Background: an optimization exercise with open tools, aiming at small area, a short achievable clock period and few clock cycles. Do not read the settings as production practice.
At most, simulation tests tie the RTL to the original design; equivalence was not proved.
No functional check of the RTL was part of runs 4 to 7.
Power and IR drop assume default switching activity.

$ cat flow/config.mk
export PLATFORM = sky130hd
export DESIGN_NAME = ice_rx
export DESIGN_NICKNAME = ice_rx
export VERILOG_FILES = /design/flow/design.v
export SDC_FILE = /design/flow/constraint.sdc
export NUM_CORES = 4
export LEC_CHECK = 0
export CAP_MARGIN = 20
export CORE_MARGIN = 2
export CORE_UTILIZATION = 40
export PLACE_DENSITY = 0.6
export SETUP_SLACK_MARGIN = 4.0
export SLEW_MARGIN = 20
$ cat flow/constraint.sdc
create_clock -name core_clock -period 6.5 [get_ports {clk}]
set_input_delay 1.3000 -clock core_clock [delete_from_list [all_inputs] [get_ports {clk}]]
set_output_delay 1.3000 -clock core_clock [all_outputs]
set_load 0.01 [all_outputs]
$ cat flow/design.v
module ice_rx (
    input  wire        clk,
    input  wire        rst,
    input  wire        in_valid,
    input  wire [7:0]  in_data,
    output wire        in_ready,
    output reg         bit_valid,
    output reg         bit_data,
    output wire        pay_valid,
    output wire [7:0]  pay_data,
    output reg         res_valid,
    output wire [1:0]  res_tag,
    output wire [3:0]  res_code,
    output wire [16:0] res_count,
    output wire [7:0]  res_f0,
    output wire [7:0]  res_f1,
    output wire [7:0]  res_f2,
    output wire [7:0]  res_f3,
    output wire [7:0]  res_f4,
    output wire [7:0]  res_decl
);
    localparam [1:0] TAG_UNREC = 2'd0, TAG_GOC = 2'd1, TAG_EIN = 2'd2, TAG_MBUS = 2'd3;
    localparam [1:0] P_IDLE = 2'd0, P_LEN_HI = 2'd1, P_LEN_LO = 2'd2, P_BODY = 2'd3;
    function [15:0] crc16_byte;
        input [15:0] c;
        input [7:0]  b;
        integer i;
        reg [15:0] x;
        begin
            x = c ^ {b, 8'h00};
            for (i = 0; i < 8; i = i + 1)
                x = x[15] ? ({x[14:0], 1'b0} ^ 16'h1021) : {x[14:0], 1'b0};
            crc16_byte = x;
        end
    endfunction
    assign in_ready = 1'b1;
    reg        v_q;
    reg [7:0]  d_q;
    reg [1:0]  phase;
    reg [1:0]  chan;
    reg [15:0] r;            
    reg [16:0] c;            
    reg [7:0]  hdr0, hdr1, hdr2, hdr3, hdr4, decl;
    reg [15:0] ck;           
    reg [3:0]  code;
    reg        ng;           
    reg        eok;          
    reg        hz;           
    reg        done;         
    reg        err;          
    reg [1:0]  ec;           
    assign res_tag   = chan;
    assign res_code  = code;
    assign res_count = c;
    assign res_f0    = hdr0;
    assign res_f1    = hdr1;
    assign res_f2    = hdr2;
    assign res_f3    = hdr3;
    assign res_f4    = hdr4;
    assign res_decl  = decl;
    assign pay_data  = d_q;
    wire is_goc  = (chan == TAG_GOC);
    wire is_ein  = (chan == TAG_EIN);
    wire is_mbus = (chan == TAG_MBUS);
    wire body    = (phase == P_BODY);
    wire r_hi0   = (r[15:2] == 14'd0);
    wire last    = r_hi0 & (r[1:0] == 2'd1);
    wire last2   = r_hi0 & (r[1:0] == 2'd2);
    wire u       = &c[16:3];
    wire [2:0] cl = c[2:0];
    assign pay_valid = v_q & body & ~last &
                       ((is_ein  & (~c[16] | (u & cl == 3'd7))) |
                        (is_mbus & ~last2 & (~c[16] | (u & cl[2:1] == 2'b11))));
    wire [7:0] b = d_q;
    wire w_s  = hz & (b >= 8'd6)  & (b <= 8'd14);
    wire w_l  = hz & (b >= 8'd26) & (b <= 8'd34);
    wire w_st = hz & (b >= 8'd56) & (b <= 8'd64);
    wire w_sp = hz & (b >= 8'd86) & (b <= 8'd94);
    wire k_odd = ~c[2];
    wire first = (c[16:3] == 14'd0);
    reg       ev_err;
    reg [1:0] ev_ec;
    reg       ev_bit;
    reg       ev_stop;
    always @(*) begin
        ev_err  = 1'b0;
        ev_ec   = 2'd0;
        ev_bit  = 1'b0;
        ev_stop = 1'b0;
        if (!eok) begin
            ev_err = 1'b1; ev_ec = 2'd0;
        end else if (done) begin
            ev_err = 1'b1; ev_ec = 2'd1;
        end else if (k_odd) begin
            if (!w_s) begin ev_err = 1'b1; ev_ec = 2'd2; end
        end else if (!(w_s | w_l | w_st | w_sp)) begin
            ev_err = 1'b1; ev_ec = 2'd2;
        end else if (first) begin
            if (!w_st) begin ev_err = 1'b1; ev_ec = 2'd3; end
        end else if (w_s | w_l) begin
            ev_bit = 1'b1;
        end else if (w_sp) begin
            ev_stop = 1'b1;
        end else begin
            ev_err = 1'b1; ev_ec = 2'd3;
        end
    end
    wire        word_end = (cl[1:0] == 2'd2);
    wire [13:0] dec3     = c[16:3] - 14'd1;
    wire [13:0] kidx     = c[2] ? {c[15:3], 1'b0} : {dec3[12:0], 1'b1};
    wire        n_ng     = ng | ((cl[1:0] == 2'd3) & (b[7:1] != 7'd0));
    wire        n_err    = err | (word_end & ev_err);
    wire [1:0]  n_ec     = err ? ec : ev_ec;
    wire        n_done   = done | (word_end & ev_stop);
    wire [16:0] c_inc    = c + 17'd1;
    wire        len_diff = (c_inc[16:8] != 9'd0) | (c_inc[7:0] != decl);
    wire [7:0]  sum_n    = ck[7:0] + b;
    wire [15:0] crc_n    = crc16_byte(ck, b);
    wire [15:0] len      = {r[15:8], b};
    wire        short_e  = (len[15:2] == 14'd0);
    wire        short_m  = (len[15:3] == 13'd0);
    always @(posedge clk) begin
        v_q <= in_valid & ~rst;
        d_q <= in_data;
    end
    always @(posedge clk) begin
        if (rst) begin
            phase     <= P_IDLE;
            res_valid <= 1'b0;
            bit_valid <= 1'b0;
        end else begin
            res_valid <= 1'b0;
            bit_valid <= 1'b0;
            if (v_q) begin
                case (phase)
                P_IDLE: begin
                    hdr0 <= b;
                    if (b == 8'h47 || b == 8'h45 || b == 8'h4D) begin
                        chan  <= (b == 8'h47) ? TAG_GOC : (b == 8'h45) ? TAG_EIN : TAG_MBUS;
                        phase <= P_LEN_HI;
                    end else begin
                        chan      <= TAG_UNREC;
                        code      <= 4'd0;
                        c         <= 17'd1;
                        res_valid <= 1'b1;
                    end
                end
                P_LEN_HI: begin
                    r[15:8] <= b;
                    phase   <= P_LEN_LO;
                end
                P_LEN_LO: begin
                    r[7:0] <= b;
                    err    <= 1'b0;
                    done   <= 1'b0;
                    ck     <= is_ein ? 16'h0000 : 16'hFFFF;
                    case (chan)
                    TAG_GOC:  begin ng <= (b[1:0] != 2'd0); c <= 17'd3; end
                    TAG_EIN:  begin ng <= short_e; c <= short_e ? 17'd0 : 17'h1FFFC; end
                    default:  begin ng <= short_m; c <= short_m ? 17'd0 : 17'h1FFF8; end
                    endcase
                    if (len == 16'd0) begin
                        phase     <= P_IDLE;
                        res_valid <= 1'b1;
                        c         <= 17'd0;
                        code      <= is_goc ? 4'd9 : 4'd1;
                    end else begin
                        phase <= P_BODY;
                    end
                end
                default: begin  
                    r <= r - 16'd1;
                    c <= c_inc;
                    ck <= is_ein ? {ck[15:8], sum_n} : crc_n;
                    if (u) begin
                        if (is_ein) begin
                            if (cl == 3'd4) hdr0 <= b;
                            if (cl == 3'd5) hdr1 <= b;
                            if (cl == 3'd6) decl <= b;
                        end else begin
                            if (cl == 3'd0) hdr0 <= b;
                            if (cl == 3'd1) hdr1 <= b;
                            if (cl == 3'd2) hdr2 <= b;
                            if (cl == 3'd3) hdr3 <= b;
                            if (cl == 3'd4) hdr4 <= b;
                            if (cl == 3'd5) decl <= b;
                        end
                    end
                    if (is_goc) begin
                        ng <= n_ng;
                        if (cl[1:0] == 2'd3) eok <= b[0] ^ c[2];
                        if (cl[1:0] == 2'd0) hz  <= (b == 8'd0);
                        if (cl[1:0] == 2'd1) hz  <= hz & (b == 8'd0);
                        if (word_end) begin
                            err  <= n_err;
                            ec   <= n_ec;
                            done <= n_done;
                            if (!err && ev_err) {hdr2[5:0], hdr1} <= kidx;
                            if (!err && ev_bit) begin
                                bit_valid <= 1'b1;
                                bit_data  <= w_l;
                            end
                        end
                    end
                    if (last) begin
                        phase     <= P_IDLE;
                        res_valid <= 1'b1;
                        code      <= 4'd0;
                        case (chan)
                        TAG_GOC: begin
                            if (n_ng) begin
                                chan <= TAG_UNREC;
                            end else if (n_err) begin
                                code <= (n_ec == 2'd3) ? 4'd8 : {2'b01, n_ec};
                                c    <= err ? {3'd0, hdr2[5:0], hdr1} : {3'd0, kidx};
                            end else if (!n_done) begin
                                code <= 4'd9;
                                c    <= {2'd0, c[16:2]};
                            end else begin
                                c    <= {3'd0, dec3};
                            end
                        end
                        TAG_EIN: begin
                            if (ng)            code <= 4'd1;
                            else if (len_diff) code <= 4'd2;
                            else if (b != ck[7:0]) code <= 4'd3;
                        end
                        default: begin
                            if (ng)            code <= 4'd1;
                            else if (len_diff) code <= 4'd2;
                            else if (crc_n != 16'd0) code <= 4'd3;
                        end
                        endcase
                    end
                end
                endcase
            end
        end
    end
endmodule
$ cat flow/run.sh
#!/bin/bash
# synth_recipe.tcl (not shown) runs the flow's synth.tcl, then flattens the netlist and writes it again
# the make line also repeats each setting of config.mk as NAME=value (left out here)
make -C /OpenROAD-flow-scripts/flow DESIGN_CONFIG=/design/flow/config.mk WORK_HOME=/design/flow/orfs CLKGATE_MAP_FILE= SYNTH_SCRIPT=/design/flow/synth_recipe.tcl finish
==> summary.txt, run 1 <==
outcome finished clean; Post-Synth XOR/XNOR Area 0.0918; Skew-Pair Late Insertion Delay 0.44 ns; Slowest cell on crit path or4_4; total routing usage reported by global routing 0.261; post-route worst setup slack between 2 and 3 ns; cell taking the most area after synthesis edfxtp_1; YS warnings 1; Required @ worst endpoint roughly 5.2 ns; maxcap violations 0; # clock sinks roughly 120; number of diodes 0; Iteration-0 DRC Markers ~770; Layout Skew between 0.015 and 0.02 ns; height of the die 146 um; Setup TNS Final 0 ns; drt total wl 28.5 mm; critical path cell sequence or4_4, or3_4, nor2_4, nand4b_1, a32oi_2, nor3_2, buf_2; IR drop worst, VDD roughly 190 uV; PwrDens around 180 nW/um^2; Post-synth EDFFs 111; Setup WS pre-CTS roughly 2.3 ns; Worst Max-Slew Pin Slew 1.15 ns; Post-synth top cells edfxtp_1 (111), nand2_1 (66), nor2_1 (61); H-tree depth 4; Initial DRT Pass Iterations 5; fin area approximately 12000 um^2; fraction of layout cells with a size suffix above 1 0.293; post-route antenna net violation count 0; Distinct cells, synth 80; unrepaired setup endpoints after global routing true; Mapped Area 8070 um^2; fin util 0.598; total power about 2.1 mW; crit path max fanout 2; Compound-Gate Fraction of Synth Area 0.144; Non-Filler Instances between 1k and 1.5k; Final Slew Violations 0; Clk pin slew, worst setup/hold paths approximately 0.060 ns; Seq/Total Area, Yosys 0.445; worst stage delay on the critical path approximately 0.55 ns; most common cell in the netlist edfxtp_1; initial antenna violation count 0; combinational family with the most area after synthesis simple AND/OR/NAND/NOR gates; area growth from synthesis to layout 45.5%; Placed Cells about 1.1k; CTS Buf Count 17; # port buffers 93; Hold Fails Final Rpt 0; Clock Path Buffers 2; Post-Synth Adder-Cell Area 0.0443; CTS Root Cell clkbuf_16; crit share post-route 0.578; Slew Limit Headroom 0.224; first-pass GRT wire length ~43 mm; Synth area leaders edfxtp_1 (41%), xnor2_1 (5.4%), ha_1 (4.2%); Yosys reg bits about 120; fin nets about 1.1k; cts hold-fix bufs 0; effective utilization at floorplan 0.411; maximum achievable frequency between 200 and 300 MHz; syn avg cell area between 9 and 10 um^2; WP data arrival approximately 2.5 ns; Setup CP Type register to primary output; Synth Flop Type edfxtp_1; via/cell ratio roughly 5.9; CTS tree yes; Final setup viols 0; die width between 100 and 150 um; grt total ovfl 0; Synth Area in Simple Gates 0.181; Top Ports 95; CP bufs+invs 1; cells after synthesis 822; top-area cell type share of the netlist area 0.413; hold_ws slightly above 0.6 ns; Post-DP HPWL about 18 mm; Min-Delay Path Class register to register; vias post-DR 7612; CP Launch Type register; GPL Wtd Cong around 0.95; largest net degree at the start of global routing 34; vias in the first global route approximately 7.3k; FFs w/ async S/R, synth 0; Syn Nets 861; Pleak 4.48 nW; Core ar. around 20000 um^2; WL per Instance between 20 and 25 um; crit-path leading delay family simple AND/OR/NAND/NOR gates; endpoint class of the critical path primary output; die area roughly 21000 um^2; crit path time final approximately 3.8 ns; post-synthesis mux area share 0.0415; DP Area 9390 um^2; DRC errors left 0; row cnt slightly above 50
timing repair:
| item | CTS | global route |
|---|---|---|
| resized for setup | 288 | 67 |
| setup buffers | 100 | 30 |
| cloned | 2 | 0 |
| setup endpoints to repair | 231 | 99 |
| pin swaps | 21 | 11 |
per-layer routing:
layer,global-route usage,vias up,part of all wire
met3,0.0425,75,0.078
met4,0.113,0,0.044
met1,0.349,3668,0.42
met2,0.421,418,0.46
met5,0,-,0
li1,-,3451,-
cell usage in the layout (no fill, tap or decap), drive strengths merged, types with 18 or more instances in the layout:
master / count
a21oi: 36
buf: 169
clkbuf: 19
dlygate4sd2: 52
edfxtp: 111
ha: 27
inv: 42
mux2i: 29
nand2: 66
nand3: 18
nor2: 61
nor3: 24
nor4: 24
o21ai: 51
xnor2: 50
xor2: 32
path summary, 6_finish.rpt:
check	from	depth (start not counted)	slack, ns	to
max	r[8]	7	2.74	pay_valid
min	v_q	2	0.62	res_valid
max reg2reg	c[4]	16	2.95	c[6]
min reg2reg	v_q	2	0.62	res_valid
registers in the layout, summed over array words and instances (netlist names), 4 cells and up:
name,count
ck,16
hdr4,8
hdr0,8
d_q,8
hdr1,8
hdr2,8
decl,8
hdr3,8
c,17
code,4
r,16
worst min-delay path: cells and delay by family (launching register included):
family           cells  cell delay (ns)
DFF                  1             0.35
and+or+nand+nor      2             0.21
where the power goes:
group,internal (mW),switching [mW]
Sequential,0.871,0.00754
Clock,0.549,0.441
Combinational,0.0937,0.107
cell families (layout without fill, tap and decap cells):
family,Yosys count,count (layout)
other,1,1
buffers and inverters,97,307
muxes,33,33
and+or+nand+nor,279,279
AOI/OAI and AO/OA,177,177
xor gates and xnor gates,83,83
DFF,124,124
adders and majority gates,28,28
layout make-up:
type | instances | area, um^2
fillers | 1664 | 7910
clock inverters | 15 | 170
inverters | 33 | 138
clock buffers | 17 | 425
flip-flops and latches | 124 | 3620
repair buffers | 242 | 2490
well taps | 265 | 332
multi-input cells | 601 | 4570
Testbench counts, summed over its fixed seeds: cycles 66,736.
==> run 2: changes to the inputs <==
--- a/flow/config.mk
+++ b/flow/config.mk
@@ -11,3 +11,3 @@
 export PLACE_DENSITY = 0.6
-export SETUP_SLACK_MARGIN = 4.0
+export SETUP_SLACK_MARGIN = 3.0
 export SLEW_MARGIN = 20
==> summary.txt, run 2 <==
Worst Max-Slew Pin Slew 1.05 ns (was 1.15 ns); Required @ worst endpoint 5.20 ns (about the same); Post-synth top cells edfxtp_1 (111), nand2_1 (66), nor2_1 (61) (unchanged); H-tree depth 4 (unchanged); Non-Filler Instances 1195 (was 1297); Seq/Total Area, Yosys 0.445 (unchanged); Yosys reg bits 124 (unchanged); Slowest cell on crit path or4_4 (unchanged); critical path cell sequence or4_4, or3_4, nor2_4, nand4b_1, a32oi_1, nor3_2, buf_2 (was or4_4, or3_4, nor2_4, nand4b_1, a32oi_2, nor3_2, buf_2); cells after synthesis 822 (unchanged); reg-to-reg slack, setup 3.09 ns (was 2.95 ns); logic gate share of total power 0.072 (was 0.097); die width 146 um (unchanged); Min-Delay Path Class register to register (unchanged); Reg with most FFs c (unchanged); grt total ovfl 0 (unchanged); Distinct cells, synth 80 (unchanged); Placed Cells 1132 (was 1133); crit path time final 3.75 ns (was 3.76 ns); YS warnings 1 (unchanged); CTS Buf Count 17 (unchanged); Syn Nets 861 (unchanged); area growth from synthesis to layout 25.4% (was 45.5%); Clock power frac 0.488 (was 0.479); Setup WS pre-CTS 1.99 ns (was 2.29 ns); Mapped Area 8070 um^2 (unchanged); leading cell type in the layout, fill and taps excluded edfxtp_1 (unchanged); sw frac 0.236 (was 0.269); largest net degree at the start of global routing 34 (unchanged); DRC errors left 0 (unchanged); FFs w/ async S/R, synth 0 (unchanged); Setup TNS Final 0 ns (unchanged); Clock Path Buffers 2 (unchanged); fraction of layout cells with a size suffix above 1 0.118 (was 0.293); total routing usage reported by global routing 0.243 (was 0.261); Psw 0.475 mW (was 0.556 mW); total power 2.01 mW (was 2.07 mW); row cnt 51 (unchanged); vias in the first global route 6798 (was 7282); CTS tree yes (unchanged); CP bufs+invs 1 (unchanged); effective utilization at floorplan 0.411 (unchanged); post-route worst setup slack 2.75 ns (was 2.74 ns); CP Launch Type register (unchanged); most common cell in the netlist edfxtp_1 (unchanged); post-route antenna net violation count 0 (unchanged); Layout Skew 0.0115 ns (was 0.0161 ns); PwrDens 199 nW/um^2 (was 176 nW/um^2); Crit path depth 7 (unchanged); # clock sinks 124 (unchanged); Pleak 3.56 nW (was 4.48 nW); WP data arrival 2.45 ns (was 2.46 ns); worst setup path start r[11] (was r[8]); GPL Wtd Cong 0.954 (was 0.953); reg2reg start c[4] (unchanged); first-pass GRT wire length 40.1 mm (was 43.1 mm); outcome finished clean (unchanged); vias post-DR 7091 (was 7612); Post-DP HPWL 17.9 mm (was 17.8 mm); fin nets 956 (was 1058); Setup CP Type register to primary output (unchanged); drt total wl 26.5 mm (was 28.5 mm); initial antenna violation count 0 (unchanged); Reg2Reg Depth 12 (was 16); Iteration-0 DRC Markers 552 (was 772); worst stage delay on the critical path 0.56 ns (was 0.55 ns); Internal Pwr Total 1.54 mW (was 1.51 mW); WL per Instance 22.2 um (was 22.0 um); Filler cells 1848 (was 1664); CTS Root Cell clkbuf_16 (unchanged); Initial DRT Pass Iterations 6 (was 5); crit share post-route 0.577 (was 0.578); Synth Flop Type edfxtp_1 (unchanged); Slew Limit Headroom 0.297 (was 0.224); Core ar. 19700 um^2 (unchanged); top-area cell type share of the netlist area 0.413 (unchanged); Hold Fails Final Rpt 0 (unchanged); maxcap violations 0 (unchanged); Final setup viols 0 (unchanged); Final Slew Violations 0 (unchanged); endpoint class of the critical path primary output (unchanged); crit-path leading delay family simple AND/OR/NAND/NOR gates (unchanged); Worst setup endpoint pay_valid (unchanged); crit path max fanout 3 (was 2); # port buffers 93 (unchanged); syn avg cell area 9.82 um^2 (unchanged); IR drop worst, VDD 190 uV (was 185 uV); biggest regs c: 17 flops, ck: 16 flops, r: 16 flops (unchanged); Post-synth EDFFs 111 (unchanged); cell taking the most area after synthesis edfxtp_1 (unchanged); number of diodes 0 (unchanged); Top Ports 95 (unchanged); die area 21300 um^2 (unchanged); Skew-Pair Late Insertion Delay 0.43 ns (was 0.44 ns); most frequent cells in the layout edfxtp_1 (111), clkdlybuf4s50_1 (92), nand2_1 (65) (was edfxtp_1 (111), buf_4 (85), nand2_1 (62)); max reg flops 17 (unchanged); reg2reg end code[0] (was c[6]); register share of total power 0.440 (was 0.424); height of the die 146 um (unchanged); Synth area leaders edfxtp_1 (41%), xnor2_1 (5.4%), ha_1 (4.2%) (unchanged); unrepaired setup endpoints after global routing true (unchanged); via/cell ratio 5.93 (was 5.87); Clk pin slew, worst setup/hold paths 0.06 ns (about the same); maximum achievable frequency 267 MHz (was 266 MHz)
[run 2: cell types whose count changed in the layout (fill, tap and decap cells not counted), sizes merged, moves of 2 or more]
cell and change:
buf -122, clkdlybuf4s50 +83, dlygate4sd2 -52, inv -9, clkdlybuf4s15 -8, clkinv +4, bufbuf -2, bufinv +2
[run 2: area by class of cell]
| type | instances | area [um^2] | area share |
|---|---|---|---|
| inverter | 33 | 128 | 0.0126 |
| timing repair buffer | 139 | 1280 | 0.126 |
| sequential | 124 | 3590 | 0.355 |
| clock inverter | 13 | 166 | 0.0164 |
| multi-input combinational | 602 | 4190 | 0.414 |
| tap | 265 | 332 | 0.0327 |
| clock buffer | 19 | 433 | 0.0428 |
[run 2: repair_timing]
item | 4_1_cts | 5_1_grt
setup endpoints to repair | 42 | 51
gates resized for setup | 18 | 17
pin swaps | 6 | 5
gates cloned | 0 | 3
hold endpoints to repair | 0 | 0
buffers inserted | 20 | 8
hold buffers | 0 | 0
[run 2: worst min path at each step]
stage	slack, ns	cells past startpoint	from	endpoint
6_report	0.67	2	r[4]	r[4]
5_1_grt	0.71	0	d_q[2]	hdr3[2]
4_1_cts	0.68	2	r[4]	r[4]
2_1_floorplan	0.51	0	d_q[3]	decl[3]
3_3_place_gp	0.64	2	r[11]	r[11]
3_5_place_dp	0.66	2	r[4]	r[4]
[run 2: through the flow]
stage / utilization / instance area (um^2) / hold WS, ns
floorplan: - / 8080 / 0.509
global placement: 0.467 / 9180 / 0.642
detailed placement: 0.467 / 9180 / 0.662
CTS: 0.508 / 9980 / 0.681
global route: 0.515 / 10100 / 0.714
finish: 0.515 / 10100 / 0.672
[run 2: cells by family (layout without fill, tap and decap cells)]
kind of cell / after synthesis / after routing / share of synthesized area
AOI/OAI and AO/OA: 177 / 178 / 0.144
buffers and inverters: 97 / 204 / 0.0518
xor gates and xnor gates: 83 / 83 / 0.0918
DFF: 124 / 124 / 0.445
and+or+nand+nor: 279 / 279 / 0.181
other: 1 / 1 / 0.000465
muxes: 33 / 33 / 0.0415
adders and majority gates: 28 / 28 / 0.0443
[run 2: worst min-delay path: cells and delay by family, from the launching register on]
kind / cells / cell delay (ns)
AO/OA/AOI/OAI: 1 / 0.14
XOR/XNOR: 1 / 0.07
flip-flops: 1 / 0.35
[run 2: metal layers]
layer / GRT usage / wire length [um] / up-vias
met1: 0.319 / 11100 / 3460
met4: 0.104 / 939 / 0
met2: 0.395 / 12500 / 326
met5: 0 / 0 / -
met3: 0.0444 / 1990 / 65
li1: - / - / 3240
[run 2: power by group through the flow]
stage / Clock, mW / Combinational [mW] / Sequential (mW)
final: 0.982 / 0.144 / 0.886
after global placement: 0 / 0.130 / 0.908
after floorplan: 0 / 0.0844 / 0.900
after detailed placement: 0 / 0.130 / 0.908
after global routing: 1.03 / 0.154 / 0.887
after CTS: 0.993 / 0.140 / 0.886
==> run 3: changes to the inputs <==
--- a/flow/config.mk
+++ b/flow/config.mk
@@ -11,3 +11,2 @@
 export PLACE_DENSITY = 0.6
-export SETUP_SLACK_MARGIN = 3.0
 export SLEW_MARGIN = 20
==> summary.txt, run 3 <==
leading cell type in the layout, fill and taps excluded edfxtp_1 (unchanged); WP data arrival 3.46 ns (was 2.45 ns); IR drop worst, VDD 189 uV (was 190 uV); Clk pin slew, worst setup/hold paths 0.06 ns (about the same); height of the die 146 um (unchanged); cells after synthesis 822 (unchanged); maxcap violations 0 (unchanged); Placed Cells 1133 (was 1132); Slowest cell on crit path edfxtp_1 (was or4_4); Initial DRT Pass Iterations 7 (was 6); total power 1.91 mW (was 2.01 mW); total routing usage reported by global routing 0.240 (was 0.243); die width 146 um (unchanged); initial antenna violation count 0 (unchanged); vias post-DR 6848 (was 7091); Top Ports 95 (unchanged); cts hold-fix bufs 0 (unchanged); Filler cells 1861 (was 1848); CTS Root Cell clkbuf_16 (unchanged); H-tree depth 4 (unchanged); endpoint class of the critical path primary output (unchanged); Setup TNS Final 0 ns (unchanged); Layout Skew 0.00683 ns (was 0.0115 ns); largest net degree at the start of global routing 34 (unchanged); critical path cell sequence nand2_1, nor3_1, nand4_1, o31ai_1, a32oi_1, nor3_1, clkdlybuf4s50_1 (was or4_4, or3_4, nor2_4, nand4b_1, a32oi_1, nor3_2, buf_2); PwrDens 197 nW/um^2 (was 199 nW/um^2); Core ar. 19700 um^2 (unchanged); vias in the first global route 6581 (was 6798); Mapped Area 8070 um^2 (unchanged); max reg flops 17 (unchanged); maximum achievable frequency 210 MHz (was 267 MHz); effective utilization at floorplan 0.411 (unchanged); DRC errors left 0 (unchanged); CP most frequent cell nor3_1; CTS tree yes (unchanged); Setup WS pre-CTS 1.98 ns (was 1.99 ns); Distinct cells, synth 80 (unchanged); WL per Instance 22.2 um (about the same); Synth area leaders edfxtp_1 (41%), xnor2_1 (5.4%), ha_1 (4.2%) (unchanged); number of diodes 0 (unchanged); fin nets 926 (was 956); Iteration-0 DRC Markers 584 (was 552); row cnt 51 (unchanged); GPL Wtd Cong 0.933 (was 0.954); Min-Delay Path Class register to register (unchanged); Final Slew Violations 0 (unchanged); area growth from synthesis to layout 20.7% (was 25.4%); Required @ worst endpoint 5.20 ns (about the same); CTS resizes 0 (was 18); Seq/Total Area, Yosys 0.445 (unchanged); post-route worst setup slack 1.74 ns (was 2.75 ns); CP bufs+invs 1 (unchanged); Post-DP HPWL 18.1 mm (was 17.9 mm); Slew Limit Headroom 0.189 (was 0.297); Reg with most FFs c (unchanged); worst stage delay on the critical path 0.69 ns (was 0.56 ns); outcome finished clean (unchanged); CP Launch Type register (unchanged); Clock Path Buffers 2 (unchanged); most frequent cells in the layout edfxtp_1 (111), clkdlybuf4s50_1 (93), nand2_1 (66) (was edfxtp_1 (111), clkdlybuf4s50_1 (92), nand2_1 (65)); Yosys reg bits 124 (unchanged); die area 21300 um^2 (unchanged); crit-path leading delay family simple AND/OR/NAND/NOR gates (unchanged); crit path time final 4.76 ns (was 3.75 ns); drt total wl 25.8 mm (was 26.5 mm); Setup CP Type register to primary output (unchanged); biggest regs c: 17 flops, ck: 16 flops, r: 16 flops (unchanged); most common cell in the netlist edfxtp_1 (unchanged); first-pass GRT wire length 39.3 mm (was 40.1 mm); unrepaired setup endpoints after global routing false (was true); cell taking the most area after synthesis edfxtp_1 (unchanged); YS warnings 1 (unchanged); Final setup viols 0 (unchanged); Hold Fails Final Rpt 0 (unchanged); Worst Max-Slew Pin Slew 1.21 ns (was 1.05 ns); post-route antenna net violation count 0 (unchanged); Syn Nets 861 (unchanged); Pleak 3.35 nW (was 3.56 nW); fin util 0.496 (was 0.515); fraction of layout cells with a size suffix above 1 0.0700 (was 0.118); grt total ovfl 0 (unchanged); Skew-Pair Late Insertion Delay 0.42 ns (was 0.43 ns); Non-Filler Instances 1165 (was 1195); syn avg cell area 9.82 um^2 (unchanged); # port buffers 93 (unchanged); CTS Buf Count 17 (unchanged); Post-synth EDFFs 111 (unchanged); Multi-input gate area 4080 um^2 (was 4190 um^2); FFs w/ async S/R, synth 0 (unchanged); area occupied by registers 3590 um^2 (unchanged); Synth Flop Type edfxtp_1 (unchanged); via/cell ratio 5.88 (was 5.93); top-area cell type share of the netlist area 0.413 (unchanged); postcts setup bufs 0 (was 20); # clock sinks 124 (unchanged); crit share post-route 0.732 (was 0.577); crit path max fanout 16 (was 3); Post-synth top cells edfxtp_1 (111), nand2_1 (66), nor2_1 (61) (unchanged)
[run 3: final timing paths]
path                            cells past startpoint   endpoint  startpoint  slack [ns]
worst max-delay path                                7  pay_valid        c[6]        1.74
worst min-delay path                                0    hdr0[0]      d_q[0]        0.57
worst max register to register                      9       c[0]        c[4]        2.49
worst min register to register                      0    hdr0[0]      d_q[0]        0.57
[run 3: metrics by stage]
stage               area [um^2]  hold WS (ns)
floorplan                  8070         0.509
finish                     9740         0.570
global route               9740         0.589
global placement           9190         0.568
detailed placement         9190         0.574
CTS                        9740         0.584
[run 3: power breakdown]
group	switching, mW	internal (mW)	total [mW]
Clock	0.382	0.509	0.890
Sequential	0.0166	0.873	0.889
Combinational	0.0791	0.0562	0.135
[run 3: worst reg2reg max path, cell delays in order, from the launching register on]
cell and delay (ns):
edfxtp_1 0.53, inv_1 0.19, ha_1 0.23, or4b_4 0.54, nor4_4 0.50, nand3_1 0.16
a221o_1 0.49, a31o_1 0.62, a2111o_1 0.51, o211ai_1 0.08
[run 3: area by class of cell]
class	instances	share of cell area
Multi-Input combinational cell	601	0.419
Inverter	33	0.0127
Clock buffer	20	0.0469
Sequential cell	124	0.369
Tap cell	265	0.0340
Timing Repair Buffer	110	0.109
Clock inverter	12	0.00951
[run 3: cells by family (layout without fill, tap and decap cells)]
group,after synthesis,in the layout,share of synthesized area
muxes,33,33,0.0415
other,1,1,0.000465
buffers and inverters,97,175,0.0518
AOI/OAI and AO/OA,177,177,0.144
xor gates and xnor gates,83,83,0.0918
adders and majority gates,28,28,0.0443
DFF,124,124,0.445
and+or+nand+nor,279,279,0.181
[run 3: per-layer routing]
metal / part of all wire / GRT usage / up-vias
li1: - / - / 3158
met1: 0.44 / 0.320 / 3356
met3: 0.058 / 0.0409 / 48
met2: 0.47 / 0.391 / 286
met5: 0 / 0 / -
met4: 0.030 / 0.0922 / 0
==> run 4: changes to the inputs <==
--- a/flow/design.v
+++ b/flow/design.v
@@ -45,2 +45,4 @@
     reg [3:0]  code;
+    reg        last;         
+    reg        pv;           
     reg        ng;           
@@ -66,9 +68,8 @@
     wire r_hi0   = (r[15:2] == 14'd0);
-    wire last    = r_hi0 & (r[1:0] == 2'd1);
-    wire last2   = r_hi0 & (r[1:0] == 2'd2);
+    wire r_is2   = r_hi0 & (r[1:0] == 2'd2);
     wire u       = &c[16:3];
     wire [2:0] cl = c[2:0];
-    assign pay_valid = v_q & body & ~last &
-                       ((is_ein  & (~c[16] | (u & cl == 3'd7))) |
-                        (is_mbus & ~last2 & (~c[16] | (u & cl[2:1] == 2'b11))));
+    assign pay_valid = v_q & pv;
+    wire pv_n = (is_ein  & ~r_is2 & (~c[16] | (u & cl == 3'd7))) |
+                (is_mbus & ~r_hi0 & (~c[16] | (u & cl[2:1] == 2'b11)));
     wire [7:0] b = d_q;
@@ -107,6 +108,6 @@
     end
-    wire        word_end = (cl[1:0] == 2'd2);
+    wire        word_end = (cl[1:0] == 2'd3);
     wire [13:0] dec3     = c[16:3] - 14'd1;
     wire [13:0] kidx     = c[2] ? {c[15:3], 1'b0} : {dec3[12:0], 1'b1};
-    wire        n_ng     = ng | ((cl[1:0] == 2'd3) & (b[7:1] != 7'd0));
+    wire        n_ng     = ng | ((cl[1:0] == 2'd0) & (b[7:1] != 7'd0));
     wire        n_err    = err | (word_end & ev_err);
@@ -115,3 +116,3 @@
     wire [16:0] c_inc    = c + 17'd1;
-    wire        len_diff = (c_inc[16:8] != 9'd0) | (c_inc[7:0] != decl);
+    wire        len_diff = (c[16:8] != 9'd0) | (c[7:0] != decl);
     wire [7:0]  sum_n    = ck[7:0] + b;
@@ -128,2 +129,3 @@
             phase     <= P_IDLE;
+            pv        <= 1'b0;
             res_valid <= 1'b0;
@@ -149,2 +151,3 @@
                     r[15:8] <= b;
+                    pv      <= 1'b0;
                     phase   <= P_LEN_LO;
@@ -153,2 +156,3 @@
                     r[7:0] <= b;
+                    last   <= (len == 16'd1);
                     err    <= 1'b0;
@@ -157,5 +161,5 @@
                     case (chan)
-                    TAG_GOC:  begin ng <= (b[1:0] != 2'd0); c <= 17'd3; end
-                    TAG_EIN:  begin ng <= short_e; c <= short_e ? 17'd0 : 17'h1FFFC; end
-                    default:  begin ng <= short_m; c <= short_m ? 17'd0 : 17'h1FFF8; end
+                    TAG_GOC:  begin ng <= (b[1:0] != 2'd0); c <= 17'd4; end
+                    TAG_EIN:  begin ng <= short_e; c <= short_e ? 17'd1 : 17'h1FFFD; end
+                    default:  begin ng <= short_m; c <= short_m ? 17'd1 : 17'h1FFF9; end
                     endcase
@@ -171,4 +175,6 @@
                 default: begin  
-                    r <= r - 16'd1;
-                    c <= c_inc;
+                    r    <= r - 16'd1;
+                    c    <= c_inc;
+                    last <= r_is2;
+                    pv   <= pv_n & ~last;
                     ck <= is_ein ? {ck[15:8], sum_n} : crc_n;
@@ -176,12 +182,12 @@
                         if (is_ein) begin
-                            if (cl == 3'd4) hdr0 <= b;
-                            if (cl == 3'd5) hdr1 <= b;
+                            if (cl == 3'd5) hdr0 <= b;
+                            if (cl == 3'd6) hdr1 <= b;
+                            if (cl == 3'd7) decl <= b;
+                        end else begin
+                            if (cl == 3'd1) hdr0 <= b;
+                            if (cl == 3'd2) hdr1 <= b;
+                            if (cl == 3'd3) hdr2 <= b;
+                            if (cl == 3'd4) hdr3 <= b;
+                            if (cl == 3'd5) hdr4 <= b;
                             if (cl == 3'd6) decl <= b;
-                        end else begin
-                            if (cl == 3'd0) hdr0 <= b;
-                            if (cl == 3'd1) hdr1 <= b;
-                            if (cl == 3'd2) hdr2 <= b;
-                            if (cl == 3'd3) hdr3 <= b;
-                            if (cl == 3'd4) hdr4 <= b;
-                            if (cl == 3'd5) decl <= b;
                         end
@@ -190,5 +196,5 @@
                         ng <= n_ng;
-                        if (cl[1:0] == 2'd3) eok <= b[0] ^ c[2];
-                        if (cl[1:0] == 2'd0) hz  <= (b == 8'd0);
-                        if (cl[1:0] == 2'd1) hz  <= hz & (b == 8'd0);
+                        if (cl[1:0] == 2'd0) eok <= ~(b[0] ^ c[2]);
+                        if (cl[1:0] == 2'd1) hz  <= (b == 8'd0);
+                        if (cl[1:0] == 2'd2) hz  <= hz & (b == 8'd0);
                         if (word_end) begin
@@ -208,2 +214,3 @@
                         code      <= 4'd0;
+                        c         <= c;
                         case (chan)
--- a/flow/config.mk
+++ b/flow/config.mk
@@ -11,2 +11,3 @@
 export PLACE_DENSITY = 0.6
+export SETUP_SLACK_MARGIN = 3.0
 export SLEW_MARGIN = 20
==> summary.txt, run 4 <==
most frequent cells in the layout edfxtp_1 (112), clkdlybuf4s50_1 (93), nand2_1 (73) (was edfxtp_1 (111), clkdlybuf4s50_1 (93), nand2_1 (66)); Clock Path Buffers 2 (unchanged); Final Slew Violations 0 (unchanged); leading cell type in the layout, fill and taps excluded edfxtp_1 (unchanged); worst stage delay on the critical path 0.55 ns (was 0.69 ns); initial antenna violation count 0 (unchanged); Setup TNS Final 0 ns (unchanged); Placed Cells 1112 (was 1133); maxcap violations 0 (unchanged); CP Launch Type register (unchanged); total power 2.00 mW (was 1.91 mW); Non-Filler Instances 1149 (was 1165); number of diodes 0 (unchanged); Iteration-0 DRC Markers 558 (was 584); Initial DRT Pass Iterations 5 (was 7); top-area cell type share of the netlist area 0.417 (was 0.413); crit path time final 3.42 ns (was 4.76 ns); Worst Max-Slew Pin Slew 0.923 ns (was 1.21 ns); Post-DP HPWL 16.4 mm (was 18.1 mm); Seq/Total Area, Yosys 0.452 (was 0.445); cts hold-fix bufs 0 (unchanged); die area 21300 um^2 (about the same); # port buffers 93 (unchanged); CP bufs+invs 2 (was 1); grt total ovfl 0 (unchanged); crit path max fanout 10 (was 16); DP Area 9150 um^2 (was 9190 um^2); Pleak 3.32 nW (was 3.35 nW); # clock sinks 126 (was 124); most common cell in the netlist edfxtp_1 (unchanged); GPL Wtd Cong 0.844 (was 0.933); reg2reg start c[4] (unchanged); post-route antenna net violation count 0 (unchanged); largest net degree at the start of global routing 35 (was 34); via/cell ratio 5.68 (was 5.88); Required @ worst endpoint 6.65 ns (was 5.20 ns); PwrDens 203 nW/um^2 (was 197 nW/um^2); WL per Instance 20.7 um (was 22.2 um); metal2 WL 10.9 mm (was 12.2 mm); max reg flops 17 (unchanged); crit-path leading delay family simple AND/OR/NAND/NOR gates (unchanged); CTS Root Cell clkbuf_16 (unchanged); CTS Buf Count 17 (unchanged); fin nets 908 (was 926); area occupied by registers 3640 um^2 (was 3590 um^2); die width 146 um (about the same); DRC errors left 0 (unchanged); Top Metal Used met4 (unchanged); Min-Delay Path Class register to register (unchanged); effective utilization at floorplan 0.410 (was 0.411); WP data arrival 3.58 ns (was 3.46 ns); endpoint class of the critical path register (was primary output); Slowest cell on crit path edfxtp_1 (unchanged); IR drop worst, VDD 181 uV (was 189 uV); Clk pin slew, worst setup/hold paths 0.06 ns (about the same); vias in the first global route 6328 (was 6581); drt total wl 23.8 mm (was 25.8 mm); critical path cell sequence clkinv_1, ha_1, nor4b_2, nand4_2, nor3_4, a211oi_4, buf_4, nor2_4, mux2i_1, o21ai_0 (was nand2_1, nor3_1, nand4_1, o31ai_1, a32oi_1, nor3_1, clkdlybuf4s50_1); FFs w/ async S/R, synth 0 (unchanged); Synth Flop Type edfxtp_1 (unchanged); cell taking the most area after synthesis edfxtp_1 (unchanged); YS warnings 1 (unchanged); Filler cells 1864 (was 1861); height of the die 146 um (about the same); WL met1 11.0 mm (was 11.3 mm); worst setup path start c[4] (was c[6]); Distinct cells, synth 78 (was 80); outcome finished clean (unchanged); Core ar. 19700 um^2 (unchanged); hold_sp pv (was d_q[0]); Post-synth top cells edfxtp_1 (112), nand2_1 (73), nor2_1 (57) (was edfxtp_1 (111), nand2_1 (66), nor2_1 (61)); fin area 9830 um^2 (was 9740 um^2); row cnt 51 (unchanged); crit share post-route 0.527 (was 0.732); fraction of layout cells with a size suffix above 1 0.0882 (was 0.0700); CTS tree yes (unchanged); Mapped Area 8070 um^2 (about the same); Final setup viols 0 (unchanged); Syn Nets 839 (was 861); Multi-input gate area 4070 um^2 (was 4080 um^2); vias post-DR 6521 (was 6848); Hold Fails Final Rpt 0 (unchanged); Setup CP Type register to register (was register to primary output); area growth from synthesis to layout 21.9% (was 20.7%); Yosys reg bits 126 (was 124); Top Ports 95 (unchanged); Slew Limit Headroom 0.384 (was 0.189); syn avg cell area 10.1 um^2 (was 9.82 um^2); cells after synthesis 802 (was 822); fin util 0.500 (was 0.496); H-tree depth 4 (unchanged); unrepaired setup endpoints after global routing true (was false); Skew-Pair Late Insertion Delay 0.43 ns (was 0.42 ns); Reg with most FFs c (unchanged); first-pass GRT wire length 37.0 mm (was 39.3 mm); Layout Skew 0.0101 ns (was 0.00683 ns); total routing usage reported by global routing 0.223 (was 0.240); maximum achievable frequency 292 MHz (was 210 MHz); biggest regs c: 17 flops, ck: 16 flops, r: 16 flops (unchanged); Post-synth EDFFs 112 (was 111); Synth area leaders edfxtp_1 (42%), xnor2_1 (5.9%), mux2i_1 (5.2%) (was edfxtp_1 (41%), xnor2_1 (5.4%), ha_1 (4.2%)); DR WL met3 1.20 mm (was 1.50 mm)
[run 4: final timing paths]
check / slack (ns) / cells past startpoint / to
worst min-delay path: 0.51 / 2 / pv
worst max-delay path: 3.08 / 10 / c[2]
worst min register to register: 0.51 / 2 / pv
worst max register to register: 3.08 / 10 / c[2]
[run 4: cell type report]
class | instances | share of cell area
inverters | 29 | 0.0111
multi-input cells | 585 | 0.413
clock buffers | 17 | 0.0433
flip-flops and latches | 126 | 0.371
repair buffers | 112 | 0.110
well taps | 265 | 0.0337
clock inverters | 15 | 0.0174
[run 4: report_power, final]
group	leakage [nW]	total (mW)	internal, mW	switching [mW]
sequential	1.14	0.907	0.886	0.0211
combinational	1.89	0.124	0.0552	0.0688
clock	0.295	0.967	0.547	0.420
total	3.32	2.00	1.49	0.510
[run 4: timing repair]
| item | 4_1_cts | 5_1_grt |
|---|---|---|
| cloned | 0 | 1 |
| endpoints found under the setup margin | 14 | 46 |
| gates resized for setup | 0 | 7 |
| pin swaps | 1 | 2 |
| setup buffers | 1 | 3 |
[run 4: per-stage QoR]
step                      setup WS [ns]  hold slack (ns)
after CTS                          3.02            0.513
after floorplan                    3.36            0.452
after detailed placement           2.73            0.500
after global placement             2.76            0.496
after global routing               2.91            0.557
final                              3.08            0.510
[run 4: kinds of logic after synthesis]
| logic type | Yosys count | synth area share |
|---|---|---|
| simple gates | 273 | 0.179 |
| compound gates | 159 | 0.134 |
| flops | 126 | 0.452 |
| buf+inv | 92 | 0.0510 |
| xor+xnor | 82 | 0.0890 |
| mux | 43 | 0.0535 |
| fa+ha+maj | 26 | 0.0413 |
| other cells | 1 | 0.000465 |
[run 4: routing by layer]
layer / global-route usage / up-vias
met5: 0 / -
li1: - / 3077
met4: 0.0879 / 0
met3: 0.0379 / 40
met1: 0.309 / 3196
met2: 0.348 / 208
[run 4: worst register-to-register path: stages (launching register included)]
cell,delay (ns)
edfxtp_1,0.55
clkinv_1,0.22
ha_1,0.28
nor4b_2,0.45
nand4_2,0.33
nor3_4,0.31
a211oi_4,0.05
buf_4,0.18
nor2_4,0.37
mux2i_1,0.30
o21ai_0,0.11
==> run 5: changes to the inputs <==
--- a/flow/config.mk
+++ b/flow/config.mk
@@ -11,3 +11,3 @@
 export PLACE_DENSITY = 0.6
-export SETUP_SLACK_MARGIN = 3.0
+export SETUP_SLACK_MARGIN = 4.0
 export SLEW_MARGIN = 20
==> summary.txt, run 5 <==
vias post-DR 7255 (was 6521); Skew-Pair Late Insertion Delay 0.44 ns (was 0.43 ns); Synth Area in Simple Gates 0.179 (unchanged); Iteration-0 DRC Markers 685 (was 558); Worst Max-Slew Pin Slew 0.890 ns (was 0.923 ns); leading cell type in the layout, fill and taps excluded edfxtp_1 (unchanged); Compound-Gate Fraction of Synth Area 0.134 (unchanged); fin area 11500 um^2 (was 9830 um^2); Reg with most FFs c (unchanged); Post-Synth Adder-Cell Area 0.0413 (unchanged); # port buffers 93 (unchanged); Clock power frac 0.478 (was 0.484); max reg flops 17 (unchanged); Synth Flop Type edfxtp_1 (unchanged); largest net degree at the start of global routing 35 (unchanged); Distinct cells, synth 78 (unchanged); CTS tree yes (unchanged); maximum achievable frequency 360 MHz (was 292 MHz); Clk pin slew, worst setup/hold paths 0.07 ns (was 0.06 ns); Yosys reg bits 126 (unchanged); area growth from synthesis to layout 43.2% (was 21.9%); Synth area leaders edfxtp_1 (42%), xnor2_1 (5.9%), mux2i_1 (5.2%) (unchanged); Placed Cells 1109 (was 1112); crit share post-route 0.428 (was 0.527); Syn Nets 839 (unchanged); post-route worst setup slack 3.72 ns (was 3.08 ns); Layout Skew 0.0155 ns (was 0.0101 ns); top-area cell type share of the netlist area 0.417 (unchanged); cell taking the most area after synthesis edfxtp_1 (unchanged); Setup WS pre-CTS 2.87 ns (was 2.73 ns); H-tree depth 4 (unchanged); DRC errors left 0 (unchanged); vias in the first global route 7095 (was 6328); FFs w/ async S/R, synth 0 (unchanged); most frequent cells in the layout edfxtp_1 (112), buf_4 (109), nand2_1 (69) (was edfxtp_1 (112), clkdlybuf4s50_1 (93), nand2_1 (73)); fin nets 1039 (was 908); Final Slew Violations 0 (unchanged); syn avg cell area 10.1 um^2 (unchanged); logic gate share of total power 0.093 (was 0.062); Non-Filler Instances 1280 (was 1149); Hold Fails Final Rpt 0 (unchanged); CP most frequent cell buf_6; die area 21300 um^2 (unchanged); # clock sinks 126 (unchanged); Slowest cell on crit path or4b_4 (was edfxtp_1); YS warnings 1 (unchanged); register share of total power 0.429 (was 0.454); Required @ worst endpoint 6.77 ns (was 6.65 ns); CTS Root Cell clkbuf_16 (unchanged); Post-synth EDFFs 112 (unchanged); PwrDens 180 nW/um^2 (was 203 nW/um^2); WL per Instance 21.4 um (was 20.7 um); CTS Buf Count 17 (unchanged); GPL Wtd Cong 0.860 (was 0.844); Post-Synth XOR/XNOR Area 0.0890 (unchanged); critical path cell sequence buf_6, clkinv_4, ha_4, or4b_4, nor3_4, a221oi_4, a211oi_4, buf_6, nor2_4, o32a_1, o221ai_2 (was clkinv_1, ha_1, nor4b_2, nand4_2, nor3_4, a211oi_4, buf_4, nor2_4, mux2i_1, o21ai_0); outcome finished clean (unchanged); Post-synth top cells edfxtp_1 (112), nand2_1 (73), nor2_1 (57) (unchanged); Clock Path Buffers 2 (unchanged); Final setup viols 0 (unchanged); biggest regs c: 17 flops, ck: 16 flops, r: 16 flops (unchanged); Internal Pwr Total 1.53 mW (was 1.49 mW); die width 146 um (unchanged); via/cell ratio 5.67 (was 5.68); crit-path leading delay family compound AO/OA/AOI/OAI gates (was simple AND/OR/NAND/NOR gates); Initial DRT Pass Iterations 5 (unchanged); first-pass GRT wire length 41.6 mm (was 37.0 mm); Post-DP HPWL 16.4 mm (about the same); CP Launch Type register (unchanged); IR drop worst, VDD 185 uV (was 181 uV); fraction of layout cells with a size suffix above 1 0.284 (was 0.0882); endpoint class of the critical path register (unchanged); Slew Limit Headroom 0.406 (was 0.384); CP bufs+invs 3 (was 2); post-route antenna net violation count 0 (unchanged); effective utilization at floorplan 0.410 (unchanged); crit path time final 2.78 ns (was 3.42 ns); Filler cells 1700 (was 1864); Core ar. 19700 um^2 (unchanged); sw frac 0.265 (was 0.255); Seq/Total Area, Yosys 0.452 (unchanged); DP Area 9250 um^2 (was 9150 um^2); Top Ports 95 (unchanged); row cnt 51 (unchanged); Pleak 4.33 nW (was 3.32 nW); most common cell in the netlist edfxtp_1 (unchanged); total routing usage reported by global routing 0.256 (was 0.223); cells after synthesis 802 (unchanged); maxcap violations 0 (unchanged); grt total ovfl 0 (unchanged); post-synthesis mux area share 0.0535 (unchanged); total power 2.08 mW (was 2.00 mW); worst stage delay on the critical path 0.50 ns (was 0.55 ns); combinational family with the most area after synthesis simple AND/OR/NAND/NOR gates (unchanged); height of the die 146 um (unchanged); drt total wl 27.4 mm (was 23.8 mm); crit path max fanout 5 (was 10); Setup TNS Final 0 ns (unchanged); unrepaired setup endpoints after global routing true (unchanged); Min-Delay Path Class register to register (unchanged); initial antenna violation count 1 (was 0); Mapped Area 8070 um^2 (unchanged); Setup CP Type register to register (unchanged); Psw 0.551 mW (was 0.510 mW); number of diodes 0 (unchanged); WP data arrival 3.05 ns (was 3.58 ns)
## run 5: cell count changes in the layout (fill, tap and decap cells not counted), moves of 8 or more
cell	change
clkdlybuf4s50_1	-84
dlygate4sd2_1	+60
buf_6	+19
clkdlybuf4s15_1	+11
dfxtp_1	-8
buf_12	+17
buf_4	+91
nor3_1	-12
## run 5: cell type report
class	count	area, um^2	area share
Multi-Input combinational cell	587	4520	0.392
Sequential cell	126	3670	0.317
Timing Repair Buffer	241	2290	0.198
Clock buffer	17	425	0.0368
Tap cell	265	332	0.0287
Clock inverter	15	195	0.0169
Inverter	29	116	0.0101
## run 5: path summary, 6_finish.rpt
path | start | end | slack [ns] | depth (start not counted)
setup / recovery | c[4] | c[9] | 3.72 | 11
hold / removal | pv | pv | 0.50 | 2
setup reg to reg | c[4] | c[9] | 3.72 | 11
hold reg to reg | pv | pv | 0.50 | 2
## run 5: per-layer routing
| metal | part of all wire | GRT usage | wire [um] | vias to the layer above |
|---|---|---|---|---|
| li1 | - | - | - | 3345 |
| met1 | 0.42 | 0.335 | 11600 | 3511 |
| met2 | 0.47 | 0.403 | 12900 | 334 |
| met3 | 0.076 | 0.0674 | 2080 | 63 |
| met4 | 0.031 | 0.104 | 837 | 2 |
| met5 | 0.00044 | 0 | 12 | - |
## run 5: worst register-to-register path: cells and delay by family, from the launching register on
kind,cells,cell delay [ns]
fa+ha+maj,1,0.13
flops,1,0.40
buf+inv,3,0.37
simple gates,3,0.75
compound gates,4,0.99
## run 5: what timing repair did
action,4_1_cts,5_1_grt
cloned,6,0
resized for setup,204,51
buffers inserted,108,25
hold buffers,0,0
setup endpoints to repair,225,122
pin swaps,22,20
## run 5: cells by family after synthesis
logic type               after synthesis
AO/OA/AOI/OAI                        159
flip-flops                           126
buffers and inverters                 92
adder cells (fa/ha/maj)               26
XOR/XNOR                              82
multiplexers                          43
other                                  1
AND/OR/NAND/NOR                      273
## run 5: per-stage QoR
stage,hold WS (ns),utilization
after floorplan,0.452,-
after global placement,0.477,0.471
after detailed placement,0.481,0.471
after CTS,0.504,0.569
after global routing,0.514,0.588
final,0.497,0.588
## run 5: power by group through the flow
stage | logic (mW) | registers [mW] | clock network, mW
3_5_place_dp | 0.134 | 0.919 | 0
6_report | 0.193 | 0.891 | 0.995
2_1_floorplan | 0.0894 | 0.913 | 0
5_1_grt | 0.206 | 0.892 | 1.04
3_3_place_gp | 0.134 | 0.919 | 0
4_1_cts | 0.179 | 0.892 | 1.00
==> run 6: changes to the inputs <==
--- a/flow/design.v
+++ b/flow/design.v
@@ -49,2 +49,3 @@
     reg        eok;          
+    reg        fst;          
     reg        hz;           
@@ -66,3 +67,2 @@
     wire is_mbus = (chan == TAG_MBUS);
-    wire body    = (phase == P_BODY);
     wire r_hi0   = (r[15:2] == 14'd0);
@@ -79,4 +79,3 @@
     wire w_sp = hz & (b >= 8'd86) & (b <= 8'd94);
-    wire k_odd = ~c[2];
-    wire first = (c[16:3] == 14'd0);
+    wire k_odd = c[0];
     reg       ev_err;
@@ -98,3 +97,3 @@
             ev_err = 1'b1; ev_ec = 2'd2;
-        end else if (first) begin
+        end else if (fst) begin
             if (!w_st) begin ev_err = 1'b1; ev_ec = 2'd3; end
@@ -108,10 +107,11 @@
     end
-    wire        word_end = (cl[1:0] == 2'd3);
-    wire [13:0] dec3     = c[16:3] - 14'd1;
-    wire [13:0] kidx     = c[2] ? {c[15:3], 1'b0} : {dec3[12:0], 1'b1};
-    wire        n_ng     = ng | ((cl[1:0] == 2'd0) & (b[7:1] != 7'd0));
-    wire        n_err    = err | (word_end & ev_err);
-    wire [1:0]  n_ec     = err ? ec : ev_ec;
-    wire        n_done   = done | (word_end & ev_stop);
+    wire        edge_byte = (r[1:0] == 2'd0);
+    wire        word_end  = (r[1:0] == 2'd1);
+    wire        n_ng      = ng | (edge_byte & (b[7:1] != 7'd0));
+    wire        n_err     = err | (word_end & ev_err);
+    wire [1:0]  n_ec      = err ? ec : ev_ec;
+    wire        n_done    = done | (word_end & ev_stop);
     wire [16:0] c_inc    = c + 17'd1;
+    wire [16:0] l_p3     = {1'b0, hdr2, hdr1} + 17'd3;
+    wire [12:0] nbits    = c[13:1] - 13'd1;
     wire        len_diff = (c[16:8] != 9'd0) | (c[7:0] != decl);
@@ -151,2 +151,3 @@
                     r[15:8] <= b;
+                    hdr2    <= b;
                     pv      <= 1'b0;
@@ -156,2 +157,3 @@
                     r[7:0] <= b;
+                    hdr1   <= b;
                     last   <= (len == 16'd1);
@@ -161,3 +163,3 @@
                     case (chan)
-                    TAG_GOC:  begin ng <= (b[1:0] != 2'd0); c <= 17'd4; end
+                    TAG_GOC:  begin ng <= (b[1:0] != 2'd0); c <= 17'd0; end
                     TAG_EIN:  begin ng <= short_e; c <= short_e ? 17'd1 : 17'h1FFFD; end
@@ -176,6 +178,6 @@
                     r    <= r - 16'd1;
-                    c    <= c_inc;
                     last <= r_is2;
                     pv   <= pv_n & ~last;
-                    ck <= is_ein ? {ck[15:8], sum_n} : crc_n;
+                    ck   <= is_ein ? {ck[15:8], sum_n} : crc_n;
+                    if (!is_goc && !last) c <= c_inc;
                     if (u) begin
@@ -196,5 +198,8 @@
                         ng <= n_ng;
-                        if (cl[1:0] == 2'd0) eok <= ~(b[0] ^ c[2]);
-                        if (cl[1:0] == 2'd1) hz  <= (b == 8'd0);
-                        if (cl[1:0] == 2'd2) hz  <= hz & (b == 8'd0);
+                        if (edge_byte) begin
+                            eok <= b[0] ^ c[0];
+                            fst <= (c[13:0] == 14'd0);
+                        end
+                        if (r[1:0] == 2'd3) hz <= (b == 8'd0);
+                        if (r[1:0] == 2'd2) hz <= hz & (b == 8'd0);
                         if (word_end) begin
@@ -203,3 +208,3 @@
                             done <= n_done;
-                            if (!err && ev_err) {hdr2[5:0], hdr1} <= kidx;
+                            if (!n_err) c <= c_inc;
                             if (!err && ev_bit) begin
@@ -214,3 +219,2 @@
                         code      <= 4'd0;
-                        c         <= c;
                         case (chan)
@@ -219,10 +223,9 @@
                                 chan <= TAG_UNREC;
+                                c    <= l_p3;
                             end else if (n_err) begin
                                 code <= (n_ec == 2'd3) ? 4'd8 : {2'b01, n_ec};
-                                c    <= err ? {3'd0, hdr2[5:0], hdr1} : {3'd0, kidx};
                             end else if (!n_done) begin
                                 code <= 4'd9;
-                                c    <= {2'd0, c[16:2]};
                             end else begin
-                                c    <= {3'd0, dec3};
+                                c    <= {4'd0, nbits};
                             end
==> summary.txt, run 6 <==
outcome finished clean (unchanged); initial antenna violation count 0 (was 1); crit path max fanout 7 (was 5); Yosys reg bits 127 (was 126); endpoint class of the critical path register (unchanged); cells after synthesis 761 (was 802); Synth area leaders edfxtp_1 (44%), xnor2_1 (6.8%), ha_1 (4.4%) (was edfxtp_1 (42%), xnor2_1 (5.9%), mux2i_1 (5.2%)); Top Ports 95 (unchanged); die width 143 um (was 146 um); DRC errors left 0 (unchanged); drt total wl 28.3 mm (was 27.4 mm); WP data arrival 2.91 ns (was 3.05 ns); most frequent cells in the layout buf_4 (125), edfxtp_1 (113), dlygate4sd2_1 (67) (was edfxtp_1 (112), buf_4 (109), nand2_1 (69)); first-pass GRT wire length 42.2 mm (was 41.6 mm); critical path cell sequence buf_12, or4_4, nor4_4, nand4_1, a21o_4, buf_6, xor2_1, o22a_1, nand2_1 (was buf_6, clkinv_4, ha_4, or4b_4, nor3_4, a221oi_4, a211oi_4, buf_6, nor2_4, o32a_1, o221ai_2); leading cell type in the layout, fill and taps excluded buf_4 (was edfxtp_1); via/cell ratio 5.87 (was 5.67); Setup CP Type register to register (unchanged); Reg with most FFs c (unchanged); largest net degree at the start of global routing 38 (was 35); # port buffers 93 (unchanged); height of the die 143 um (was 146 um); Pleak 4.40 nW (was 4.33 nW); IR drop worst, VDD 172 uV (was 185 uV); row cnt 50 (was 51); Mapped Area 7740 um^2 (was 8070 um^2); Hold Fails Final Rpt 0 (unchanged); die area 20500 um^2 (was 21300 um^2); crit-path leading delay family simple AND/OR/NAND/NOR gates (was compound AO/OA/AOI/OAI gates); maximum achievable frequency 367 MHz (was 360 MHz); YS warnings 1 (unchanged); hold_ws 0.500 ns (was 0.497 ns); biggest regs c: 17 flops, ck: 16 flops, r: 16 flops (unchanged); fin util 0.614 (was 0.588); Post-DP HPWL 17.0 mm (was 16.4 mm); unrepaired setup endpoints after global routing true (unchanged); Core ar. 18800 um^2 (was 19700 um^2); CTS tree yes (unchanged); maxcap violations 0 (unchanged); Iteration-0 DRC Markers 861 (was 685); Slew Limit Headroom 0.421 (was 0.406); H-tree depth 4 (unchanged); top-area cell type share of the netlist area 0.438 (was 0.417); Final Slew Violations 0 (unchanged); Slowest cell on crit path or4_4 (was or4b_4); vias post-DR 7384 (was 7255); FFs w/ async S/R, synth 0 (unchanged); Setup WS pre-CTS 2.86 ns (was 2.87 ns); Layout Skew 0.0109 ns (was 0.0155 ns); crit path time final 2.72 ns (was 2.78 ns); Worst Max-Slew Pin Slew 0.869 ns (was 0.890 ns); post-route antenna net violation count 0 (unchanged); Initial DRT Pass Iterations 6 (was 5); area growth from synthesis to layout 49.4% (was 43.2%); total routing usage reported by global routing 0.277 (was 0.256); vias in the first global route 7183 (was 7095); fin nets 1023 (was 1039); GPL Wtd Cong 0.933 (was 0.860); total power 2.07 mW (was 2.08 mW); Top Metal Used met4 (was met5); Seq/Total Area, Yosys 0.474 (was 0.452); DR WL met3 2.54 mm (was 2.08 mm); Min-Delay Path Class register to register (unchanged); Synth Flop Type edfxtp_1 (unchanged); CTS Buf Count 17 (unchanged); # clock sinks 127 (was 126); Post-synth EDFFs 113 (was 112); Syn Nets 800 (was 839); syn avg cell area 10.2 um^2 (was 10.1 um^2); CP Launch Type register (unchanged); most common cell in the netlist edfxtp_1 (unchanged); Non-Filler Instances 1257 (was 1280); Post-synth top cells edfxtp_1 (113), nor2_1 (74), xnor2_1 (60) (was edfxtp_1 (112), nand2_1 (73), nor2_1 (57)); Final setup viols 0 (unchanged); Setup TNS Final 0 ns (unchanged); max reg flops 17 (unchanged); Skew-Pair Late Insertion Delay 0.44 ns (about the same); effective utilization at floorplan 0.411 (was 0.410); DP Area 8930 um^2 (was 9250 um^2); WL met1 11.3 mm (was 11.6 mm); CP bufs+invs 2 (was 3); grt total ovfl 0 (unchanged); crit share post-route 0.419 (was 0.428); cell taking the most area after synthesis edfxtp_1 (unchanged); Clock Path Buffers 2 (unchanged); metal2 WL 13.5 mm (was 12.9 mm); Placed Cells 1077 (was 1109); PwrDens 179 nW/um^2 (was 180 nW/um^2); worst stage delay on the critical path 0.58 ns (was 0.50 ns); fraction of layout cells with a size suffix above 1 0.322 (was 0.284); number of diodes 0 (unchanged); fin area 11600 um^2 (was 11500 um^2); Distinct cells, synth 75 (was 78); post-route worst setup slack 3.78 ns (was 3.72 ns); cts hold-fix bufs 0 (unchanged); WL per Instance 22.5 um (was 21.4 um); Clk pin slew, worst setup/hold paths 0.07 ns (about the same); CTS Root Cell clkbuf_16 (unchanged); Required @ worst endpoint 6.69 ns (was 6.77 ns)
-- run 6: final timing paths --
path | depth (start not counted) | end | startpoint | slack, ns
setup / recovery | 9 | c[3] | d_q[4] | 3.78
hold / removal | 0 | hdr3[1] | d_q[1] | 0.50
setup reg to reg | 9 | c[3] | d_q[4] | 3.78
hold reg to reg | 0 | hdr3[1] | d_q[1] | 0.50
-- run 6: layout make-up --
type	count	area [um^2]
fill	1515	7260
multi-input combinational	555	4470
sequential	127	3700
timing repair buffer	250	2330
clock buffer	18	450
tap	260	325
clock inverter	14	158
inverter	33	131
-- run 6: what timing repair did --
item | in CTS | in global routing
cloned | 6 | 0
pin swaps | 41 | 54
setup endpoints to repair | 217 | 82
gates resized for setup | 228 | 67
setup buffers | 120 | 22
-- run 6: cells by family (layout without fill, tap and decap cells) --
group                    count (synthesis)  after routing  synth area share
XOR/XNOR                                95             95             0.111
multiplexers                             5              5           0.00679
other                                    1              1          0.000484
flip-flops                             127            127             0.474
AO/OA/AOI/OAI                          153            154             0.132
adder cells (fa/ha/maj)                 28             28            0.0462
buffers and inverters                   80            315            0.0462
AND/OR/NAND/NOR                        272            272             0.183
-- run 6: per-layer routing --
layer / global-route usage / up-vias
li1: - / 3254
met1: 0.360 / 3598
met2: 0.465 / 446
met3: 0.0500 / 86
met4: 0.0943 / 0
met5: 0 / -
-- run 6: where the power goes --
part,switching [mW],internal (mW),total (mW)
sequential,0.00836,0.892,0.900
clock,0.439,0.539,0.978
combinational,0.0978,0.0910,0.189
total,0.545,1.52,2.07
==> run 7: changes to the inputs <==
--- a/flow/config.mk
+++ b/flow/config.mk
@@ -7,2 +7,3 @@
 export LEC_CHECK = 0
+export ABC_CLOCK_PERIOD_IN_PS = 2500
 export CAP_MARGIN = 20
==> summary.txt, run 7 <==
DP Area 8930 um^2 (unchanged); Mapped Area 7740 um^2 (unchanged); Initial DRT Pass Iterations 6 (unchanged); cell taking the most area after synthesis edfxtp_1 (unchanged); Clock Path Buffers 2 (unchanged); effective utilization at floorplan 0.411 (unchanged); WP data arrival 2.91 ns (about the same); Final Slew Violations 0 (unchanged); fin area 11600 um^2 (unchanged); most common cell in the netlist edfxtp_1 (unchanged); Setup TNS Final 0 ns (unchanged); outcome finished clean (unchanged); drt total wl 28.3 mm (unchanged); hold_ws 0.500 ns (unchanged); Slowest cell on crit path or4_4 (unchanged); initial antenna violation count 0 (unchanged); fin util 0.614 (unchanged); # clock sinks 127 (unchanged); cells after synthesis 761 (unchanged); first-pass GRT wire length 42.2 mm (unchanged); maximum achievable frequency 367 MHz (unchanged); cts hold-fix bufs 0 (unchanged); Min-Delay Path Class register to register (unchanged); Clk pin slew, worst setup/hold paths 0.07 ns (about the same); row cnt 50 (unchanged); crit path time final 2.72 ns (unchanged); Hold Fails Final Rpt 0 (unchanged); Distinct cells, synth 75 (unchanged); Core ar. 18800 um^2 (unchanged); FFs w/ async S/R, synth 0 (unchanged); Worst Max-Slew Pin Slew 0.869 ns (unchanged); GPL Wtd Cong 0.933 (unchanged); fraction of layout cells with a size suffix above 1 0.322 (unchanged); total power 2.07 mW (unchanged); Top Ports 95 (unchanged); Iteration-0 DRC Markers 861 (unchanged); via/cell ratio 5.87 (unchanged); number of diodes 0 (unchanged); Required @ worst endpoint 6.69 ns (about the same); most frequent cells in the layout buf_4 (125), edfxtp_1 (113), dlygate4sd2_1 (67) (unchanged); PwrDens 179 nW/um^2 (unchanged); Syn Nets 800 (unchanged); Post-synth top cells edfxtp_1 (113), nor2_1 (74), xnor2_1 (60) (unchanged); die width 143 um (unchanged); critical path cell sequence buf_12, or4_4, nor4_4, nand4_1, a21o_4, buf_6, xor2_1, o22a_1, nand2_1 (unchanged); total routing usage reported by global routing 0.277 (unchanged); vias post-DR 7384 (unchanged); grt total ovfl 0 (unchanged); CTS Root Cell clkbuf_16 (unchanged); maxcap violations 0 (unchanged); fin nets 1023 (unchanged); Yosys reg bits 127 (unchanged); Setup CP Type register to register (unchanged); top-area cell type share of the netlist area 0.438 (unchanged); die area 20500 um^2 (unchanged); area growth from synthesis to layout 49.4% (unchanged); # port buffers 93 (unchanged); largest net degree at the start of global routing 38 (unchanged); reg-to-reg slack, setup 3.78 ns (about the same); Final setup viols 0 (unchanged); CTS Buf Count 17 (unchanged); leading cell type in the layout, fill and taps excluded buf_4 (unchanged); post-route antenna net violation count 0 (unchanged); worst stage delay on the critical path 0.58 ns (about the same); Post-DP HPWL 17.0 mm (unchanged); biggest regs c: 17 flops, ck: 16 flops, r: 16 flops (unchanged); Synth area leaders edfxtp_1 (44%), xnor2_1 (6.8%), ha_1 (4.4%) (unchanged); Seq/Total Area, Yosys 0.474 (unchanged); vias in the first global route 7183 (unchanged); crit share post-route 0.419 (unchanged); max reg flops 17 (unchanged); unrepaired setup endpoints after global routing true (unchanged); endpoint class of the critical path register (unchanged); WL per Instance 22.5 um (unchanged); Slew Limit Headroom 0.421 (unchanged); IR drop worst, VDD 172 uV (unchanged); Synth Flop Type edfxtp_1 (unchanged); syn avg cell area 10.2 um^2 (unchanged); CP Launch Type register (unchanged); CTS tree yes (unchanged); Pleak 4.40 nW (unchanged); Reg with most FFs c (unchanged); Post-synth EDFFs 113 (unchanged); height of the die 143 um (unchanged); crit path max fanout 7 (unchanged); DRC errors left 0 (unchanged); YS warnings 1 (unchanged); Skew-Pair Late Insertion Delay 0.44 ns (about the same); Layout Skew 0.0109 ns (unchanged); H-tree depth 4 (unchanged)
run 7: cell counts after synthesis:
No cell type changed its count.
run 7: cell families after synthesis:
kind of cell | Yosys count | share of synthesized area
AOI/OAI and AO/OA | 153 | 0.132
xor gates and xnor gates | 95 | 0.111
adders and majority gates | 28 | 0.0462
buffers and inverters | 80 | 0.0462
DFF | 127 | 0.474
muxes | 5 | 0.00679
other | 1 | 0.000484
and+or+nand+nor | 272 | 0.183
run 7: layout make-up:
cell class / instances / area, um^2
tap: 260 / 325
inverter: 33 / 131
clock inverter: 14 / 158
fill: 1515 / 7260
clock buffer: 18 / 450
timing repair buffer: 250 / 2330
multi-input combinational: 555 / 4470
sequential: 127 / 3700
run 7: routing by layer:
layer,vias up,track usage,share of wire
li1,3254,-,-
met1,3598,0.360,0.40
met2,446,0.465,0.48
met3,86,0.0500,0.090
met4,0,0.0943,0.034
met5,-,0,0
run 7: path summary, 6_finish.rpt:
check | startpoint | endpoint | cells past startpoint
max | d_q[4] | c[3] | 9
min | d_q[1] | hdr3[1] | 0
max reg2reg | d_q[4] | c[3] | 9
min reg2reg | d_q[1] | hdr3[1] | 0
run 7: critical path, delay by kind of cell, from the launching register on:
family / cells / cell delay (ns)
xor+xnor: 1 / 0.20
flops: 1 / 0.36
simple gates: 4 / 1.08
compound gates: 2 / 0.55
buf+inv: 2 / 0.27
run 7: timing repair:
item                                    CTS  global route
buffers inserted                        120            22
endpoints found under the setup margin  217            82
pin swaps                                41            54
gates cloned                              6             0
gates resized for setup                 228            67
run 7: metrics by stage:
step                cells  worst slack, ns
floorplan             761             3.81
global placement     1077             2.90
detailed placement   1077             2.86
CTS                  1235             3.81
global route         1257             3.74
finish               1257             3.78
run 7: report_power, final:
part / switching [mW] / internal, mW / leakage (nW)
sequential: 0.00836 / 0.892 / 1.15
clock: 0.439 / 0.539 / 0.300
combinational: 0.0978 / 0.0910 / 2.95
total: 0.545 / 1.52 / 4.40

Re-timed with assumed drivers on the ports (clkbuf_16 on the clock, buf_2 on other inputs), run 7 has 3.777 ns of setup slack against 3.777 ns with ideal ports, and 3.618 ns once port delays also move by the mid clock arrival of 0.479 ns.
